From an optimization exercise on the open Yosys and OpenROAD flow, aimed at small area; shortcuts taken in it are not production practice.
Function was checked by simulation only, so behaviour that the tests miss may differ from the original.
Power figures rest on the tool's default switching activity, not on a simulated workload.

--- flow/run.sh ---
#!/bin/bash
# synth_recipe.tcl (not shown) runs the flow's synth.tcl, then flattens the netlist and writes it again
# the make line also repeats each setting of config.mk as NAME=value (left out here)
make -C /OpenROAD-flow-scripts/flow DESIGN_CONFIG=/design/flow/config.mk WORK_HOME=/design/flow/orfs CLKGATE_MAP_FILE= SYNTH_SCRIPT=/design/flow/synth_recipe.tcl finish
--- flow/config.mk ---
export PLATFORM = sky130hd
export DESIGN_NAME = zz_extract
export DESIGN_NICKNAME = zz_extract
export VERILOG_FILES = /design/flow/design.v
export SDC_FILE = /design/flow/constraint.sdc
export NUM_CORES = 4
export LEC_CHECK = 0
export CAP_MARGIN = 20
export CORE_MARGIN = 2
export CORE_UTILIZATION = 40
export SLEW_MARGIN = 20
--- flow/design.v ---
module zz_extract (
    input  wire        clk,
    input  wire        rst,
    input  wire        reg_valid,
    input  wire        reg_we,
    input  wire [7:0]  reg_addr,
    input  wire [31:0] reg_wdata,
    output reg  [31:0] reg_rdata,
    output wire        coef_req,
    output wire [15:0] coef_row,
    output wire [15:0] coef_col,
    input  wire [15:0] coef_rdata,
    output wire        pay_we,
    output wire [31:0] pay_addr,
    output reg  [7:0]  pay_wdata
);
    reg [1:0]  ph;
    wire busy = ph[0];
    wire scan = ph == 2'b01;
    wire done = ph == 2'b10;
    reg [15:0] grid_h, grid_w;
    reg [12:0] by, bx;           
    reg [2:0]  r, c;             
    reg        vq;               
    reg        hok;              
    reg [28:0] cb;
    reg [2:0]  j;
    reg [31:0] len;
    reg [7:1]  acc;              
    reg [2:0]  sel;              
    wire eqy      = (by == grid_h[15:3]);
    wire eqx      = (bx == grid_w[15:3]);
    wire rowok    = !eqy || (r < grid_h[2:0]);
    wire colok    = !eqx || (c < grid_w[2:0]);
    wire rowempty = eqy && (grid_h[2:0] == 3'd0);
    wire colempty = eqx && (grid_w[2:0] == 3'd0);
    wire blk_end  = (r == 3'd7 && c == 3'd7) || rowempty || colempty;
    wire finish   = rowempty ||
                    (blk_end && eqx && (eqy || (colempty && bx == 13'd0)));
    assign coef_req = scan && rowok && colok;
    assign coef_row = {by, r};
    assign coef_col = {bx, c};
    reg [2:0] r_n, c_n;
    always @(*) begin
        r_n = r;
        c_n = c;
        if (!(r[0] ^ c[0])) begin
            if (c == 3'd7)      r_n = r + 3'd1;
            else if (r == 3'd0) c_n = c + 3'd1;
            else begin          r_n = r - 3'd1; c_n = c + 3'd1; end
        end else begin
            if (r == 3'd7)      c_n = c + 3'd1;
            else if (c == 3'd0) r_n = r + 3'd1;
            else begin          r_n = r + 3'd1; c_n = c - 3'd1; end
        end
    end
    wire usable = !((coef_rdata[15:1] == 15'd0) || (&coef_rdata));
    wire bitv   = coef_rdata[0];
    wire take   = vq && usable;
    wire lt     = ({3'd0, cb} < len);
    wire a0 = busy || (sel != 3'd6 && j != 3'd0);
    wire a2 = !busy && sel == 3'd6 && hok;
    wire [28:0] sum = cb + {26'd0, a2, 1'b0, a0};
    assign pay_we   = take && hok && lt;
    assign pay_addr = {3'd0, cb};
    integer i;
    always @(*) begin
        pay_wdata[0] = 1'b0;
        for (i = 1; i < 8; i = i + 1)
            pay_wdata[i] = (j > 3'd7 - i) ? acc[i] : 1'b0;
        for (i = 0; i < 8; i = i + 1)
            if (j == 3'd7 - i) pay_wdata[i] = bitv;
    end
    wire host_wr   = reg_valid && reg_we && !busy;
    wire wr_ctrl   = host_wr && reg_addr == 8'h00;
    wire cmd_start = wr_ctrl && reg_wdata[0];
    wire op_init   = wr_ctrl && (reg_wdata[0] || reg_wdata[1]);
    wire underrun = hok && lt;
    wire [31:0] status = {23'd0, done && !hok, 3'd0, hok, !busy && underrun,
                          done && !hok, done, busy};
    always @(*) begin
        case (sel)
            3'd1:    reg_rdata = status;
            3'd2:    reg_rdata = {16'd0, grid_h};
            3'd3:    reg_rdata = {16'd0, grid_w};
            3'd4:    reg_rdata = len;
            3'd5:    reg_rdata = hok ? (lt ? {3'd0, sum} : len) : 32'd0;
            3'd6:    reg_rdata = {sum, j};
            default: reg_rdata = 32'd0;
        endcase
    end
    always @(posedge clk) begin
        sel <= (reg_addr[7:5] == 3'd0 && reg_addr[1:0] == 2'd0) ?
               reg_addr[4:2] : 3'd0;
        acc[7 - j] <= bitv;
        vq <= coef_req && !rst;
        if (rst) begin
            ph     <= 2'b00;
            grid_h <= 16'd0;
            grid_w <= 16'd0;
        end else begin
            if (host_wr && reg_addr == 8'h08) grid_h <= reg_wdata[15:0];
            if (host_wr && reg_addr == 8'h0C) grid_w <= reg_wdata[15:0];
            if (op_init)
                ph <= cmd_start ? 2'b01 : 2'b00;
            else if (ph == 2'b11)
                ph <= 2'b10;
            else if (scan && finish)
                ph <= 2'b11;
        end
        if (cmd_start) begin
            by <= 13'd0;
            bx <= 13'd0;
            r  <= 3'd0;
            c  <= 3'd1;
        end else if (scan) begin
            if (blk_end) begin
                r <= 3'd0;
                c <= 3'd1;
                if (eqx) begin
                    bx <= 13'd0;
                    by <= by + 13'd1;
                end else begin
                    bx <= bx + 13'd1;
                end
            end else begin
                r <= r_n;
                c <= c_n;
            end
        end
        if (rst || op_init) begin
            hok <= 1'b0;
            cb  <= 29'd0;
            j   <= 3'd0;
            len <= 32'd0;
        end else if (take) begin
            if (!hok) len <= {len[30:0], bitv};
            if (!hok && cb[1:0] == 2'b11 && j == 3'd7) begin
                hok <= 1'b1;
                cb  <= 29'd0;
                j   <= 3'd0;
            end else begin
                j <= j + 3'd1;
                if (j == 3'd7) cb <= sum;
            end
        end
    end
endmodule
--- flow/constraint.sdc ---
create_clock -name core_clock -period 8.5 [get_ports {clk}]
set_input_delay 1.7000 -clock core_clock [delete_from_list [all_inputs] [get_ports {clk}]]
set_output_delay 1.7000 -clock core_clock [all_outputs]
set_load 0.01 [all_outputs]
==> summary.txt <==
## flip-flops by register name, indices dropped and copies added (netlist names), 2 cells and up
name and flops:
len 32, cb 29, grid_h 16, grid_w 16
bx 13, by 13, acc 7, c 3
j 3, r 3, sel 3, ph 2
## synth_stat cells (5+ instances only)
library cell  instances
or3_1                15
clkbuf_1             40
nor2_1              110
a21oi_1              93
a22o_1               15
ha_1                 59
nor2b_1               9
mux2_2               10
o21ai_0              34
nand4_1              19
nand3_1              29
dfxtp_1             142
and2_1                7
nand2_1             116
nor4_1               18
nand2b_1             12
xor2_1               34
nor3_1               17
a22oi_1              28
a31oi_1               8
and3_1                9
a21o_1               11
o221ai_1              5
nor4b_1               6
mux2i_1              44
inv_1                55
o31ai_1              10
xnor2_1              26
buf_2                11
a221o_1              24
or4_1                11
## metal layers
layer | up-vias | global-route usage (%) | part of all wire (%)
met5 | - | 0 | 0
met4 | 0 | 5.86 | 1.7
met3 | 29 | 4.32 | 4.6
met2 | 205 | 36.3 | 46
met1 | 3970 | 31.4 | 48
li1 | 4131 | - | -
## worst max path at each step
stage,cells after the start,end,slack [ns],from
2_1_floorplan,13,reg_rdata[28],3.76,sel[1]
3_3_place_gp,12,reg_rdata[24],2.43,sel[0]
3_5_place_dp,12,reg_rdata[24],2.37,sel[0]
4_1_cts,12,reg_rdata[24],1.89,sel[0]
5_1_grt,12,reg_rdata[24],1.60,sel[0]
6_report,12,reg_rdata[24],1.93,sel[0]
## report_power, final
part           total, mW  internal, mW  switching (mW)
sequential         0.678         0.671         0.00759
combinational     0.0857        0.0439          0.0418
clock              0.812         0.500           0.311
total               1.58          1.21           0.361
## worst max-delay path, delay by kind of cell, from the launching register on
family / cells / cell delay [ns]
AO/OA/AOI/OAI: 3 / 0.53
XOR/XNOR: 1 / 0.24
adder cells (fa/ha/maj): 2 / 0.38
buffers and inverters: 1 / 0.53
flip-flops: 1 / 0.77
AND/OR/NAND/NOR: 5 / 2.00
## kinds of logic (layout without fill, tap and decap cells)
| logic type | after synthesis | in the layout | synth area share, % |
|---|---|---|---|
| simple gates | 400 | 400 | 22.6 |
| compound gates | 252 | 252 | 19.1 |
| flops | 142 | 142 | 32.1 |
| buf+inv | 114 | 241 | 5.28 |
| xor+xnor | 62 | 62 | 6.30 |
| fa+ha+maj | 59 | 59 | 8.34 |
| mux | 54 | 54 | 6.25 |
| other cells | 1 | 3 | 0.0424 |
## placed cells by master (no fill, tap or decap), types with 15 or more instances in the layout
cell and count:
clkdlybuf4s50_1 146, dfxtp_1 142, nand2_1 116, nor2_1 110
a21oi_1 93, ha_1 59, inv_1 55, mux2i_1 44
o21ai_0 34, xor2_1 34, nand3_1 29, a22oi_1 28
xnor2_1 26, a221o_1 24, nand4_1 19, nor4_1 17
clkbuf_16 17, nor3_1 16, or3_1 15, a22o_1 15
## cell type report
class                      instances  area share [%]
clock buffer                      19            3.98
clock inverter                    13            1.70
inverter                          55            1.86
multi-input combinational        830            50.1
sequential                       142            25.6
tap                              280            3.15
timing repair buffer             154            13.7
## per-stage QoR
step	utilization (%)	cells
after floorplan	-	1086
after global placement	48.2	1461
after detailed placement	48.2	1461
after CTS	51.1	1493
after global routing	51.1	1493
final	51.1	1493
==> flow_summary_export.csv <==
group,metric,value,unit
sta,minimum_clock_period,6.57,ns
cts,cts-root-to-sink-buffers,2,
synthesis,ys_dominant_reg_cell,"dfxtp_1",
sta,accumulated_negative_setup_slack,0,ns
drt,avgRoutedWirePerCell,17.7,um
critical_path,cp_common_cell,"ha_1",
critical_path,crit_arrival,4.87,ns
sta,grt_setup_unrepaired,"no",
drt,detailedRoute.firstPassIterationCount,5,
critical_path,cp_data_required_time,6.80,ns
die,placement_rows,54,
drt,detail_route.wirelength,26.5,mm
die,die-area,0.0233,mm^2
worst_hold_path,worst_hold_path.endpoint,"acc[3]",
status,run_status,"finished clean",
drt,ant_nets,0,
global_routing,grt_usage,22.7,%
placement,post-dp-hpwl,19.6,mm
flow_run,timing.max_cap.violations,0,
sta,tightest_slew,1.16,ns
placement,place.gp.congestion,0.863,
global_routing,grt_pass1_vias,8015,
critical_path,worst-path-max-fanout,19,
cts,clk-insertion-delay-late,0.43,ns
critical_path,r2r_setup_slack,4.57,ns
critical_path,crit_slowest_cell,"dfxtp_1",
die,floorplan.die.width,153,um
die,floorplan.io_pins,166,
sta,fmax,152,MHz
synthesis,asyncSetResetFlopFracSynth,0,%
finish,final_nets,1319,
placement,detailedPlace.worstSlack,2.37,ns
synthesis,count_of_state_elements_after_synthesis,142,
synthesis,synth.cell_area,0.00885,mm^2
finish,post_synthesis_to_final_layout_area_growth,25.6,%
pwr,totalPowerFinal,1.58,mW
critical_path,timing.critical_path.cells,"nor2b_1, nand2_1, a21o_1, ha_1, ha_1, a21oi_1, nor4_4, or4b_1, xor2_1, nor4_1, a221o_1, clkdlybuf4s50_1",
drt,vias,8335,
synthesis,synthTopCellsByArea,"dfxtp_1 32%, ha_1 8.3%, a21oi_1 5.3%, mux2i_1 5.0%, nand2_1 4.9%",
global_routing,wire_length_of_the_first_global_routing_pass,43.2,mm
sta,timing_max_transition_violations_final,0,
die,chipHeight,153,um
synthesis,yosys_warnings,1,
finish,fraction_of_final_layout_cells_with_drive_strength_greater_than_1,6.02,%
sta,timing.slew.headroom,22.7,%
die,floorplan.initialDensity,40.7,%
worst_hold_path,holdCritPathClass,"flop to flop",
placement,numPortBuffers,146,
cts,ctsResizeCount,0,
pwr,power_density,142,mW/mm^2
sta,hold_fails_final_rpt,0,
pwr,vdd_ir_drop_max,0.102,mV
sta,setup_viol_count_final,0,
finish,final_area,0.0111,mm^2
die,fp.coreArea,0.0218,mm^2
pwr,power_leakage,4.20,nW
cts,cts_max_level,4,
sta,hold_slack,0.482,ns
critical_path,critPathKind,"flop to output pin",
drt,drt_drc_violations_left,0,
cts,cts_root_cell,"clkbuf_16",
synthesis,synth_top_cell_area_share,32.1,%
critical_path,ff2ff_path_depth,12,
synthesis,synth_cell_type_count,71,
synthesis,yosysTopAreaCell,"dfxtp_1",
cts,cts_post_setup_buffers_inserted,0,
finish,area.sequential,0.00284,mm^2
sta,layout_setup_ws,1.93,ns
drt,drt-vias-per-instance,5.58,
synthesis,yosysSeqAreaShare,32.1,%
sta,final_min_period_over_clock_period,77.4,%
cts,clock-sinks,142,
finish,multi_input_comb_area,0.00557,mm^2
finish,fill_cells,2152,
cts,path_clk_slew,0.07,ns
critical_path,critical_path.reg2reg.startpoint,"sel[0]",
finish,antenna_cells_inserted,0,
global_routing,largest_net_degree_at_the_start_of_global_routing,67,
critical_path,end_kind,"output pin",
worst_hold_path,hold_path_startpoint,"acc[3]",
synthesis,synth_enable_flop_cells,0,
drt,detail_route.iter0.violations,520,
sta,clock-skew-final,0.0122,ns
placement,placedInstanceArea,0.0105,mm^2
worst_hold_path,min_delay_path_depth,1,
cts,cts_tree,"yes",
cts,cts_inserted_buffers,17,
cts,cts_hold_buffers,0,
global_routing,grt_antenna_before_repair,0,
synthesis,postSynthAreaPerCell,8.17,um^2
synthesis,synthCells,1084,
critical_path,cp-start-kind,"flop",
global_routing,aggregate_global_routing_overflow,0,
critical_path,slowest_delay,0.77,ns
critical_path,critical_path.reg2reg.endpoint,"cb[28]",

[port drivers added, routing unchanged]
How much do the figures lean on ideal ports? The routed layout below was timed once more, with nothing changed but the port constraints.
Step 1 (the two cells are an assumption about what drives the block):
set clk [get_ports {clk}]
set_driving_cell -lib_cell sky130_fd_sc_hd__clkbuf_16 $clk
set_driving_cell -lib_cell sky130_fd_sc_hd__buf_2 [delete_from_list [all_inputs] $clk]
Step 2, shift: input delay + t, output delay - t, t = (earliest + latest rising clock arrival at the registers) / 2. This alone moves slack from input paths to output paths.
a / b / c = no drivers / after step 1 / after step 2; a / b = the first two.
t, ns: 0.471
setup WS [ns]: 1.925 / 1.881 / 2.352
clock arrival spread, ns: 0.013 / 0.014
After both steps setup and hold are still met in this run. The setup slack of this run moves by -0.044 ns with the drivers and by +0.427 ns with both steps.
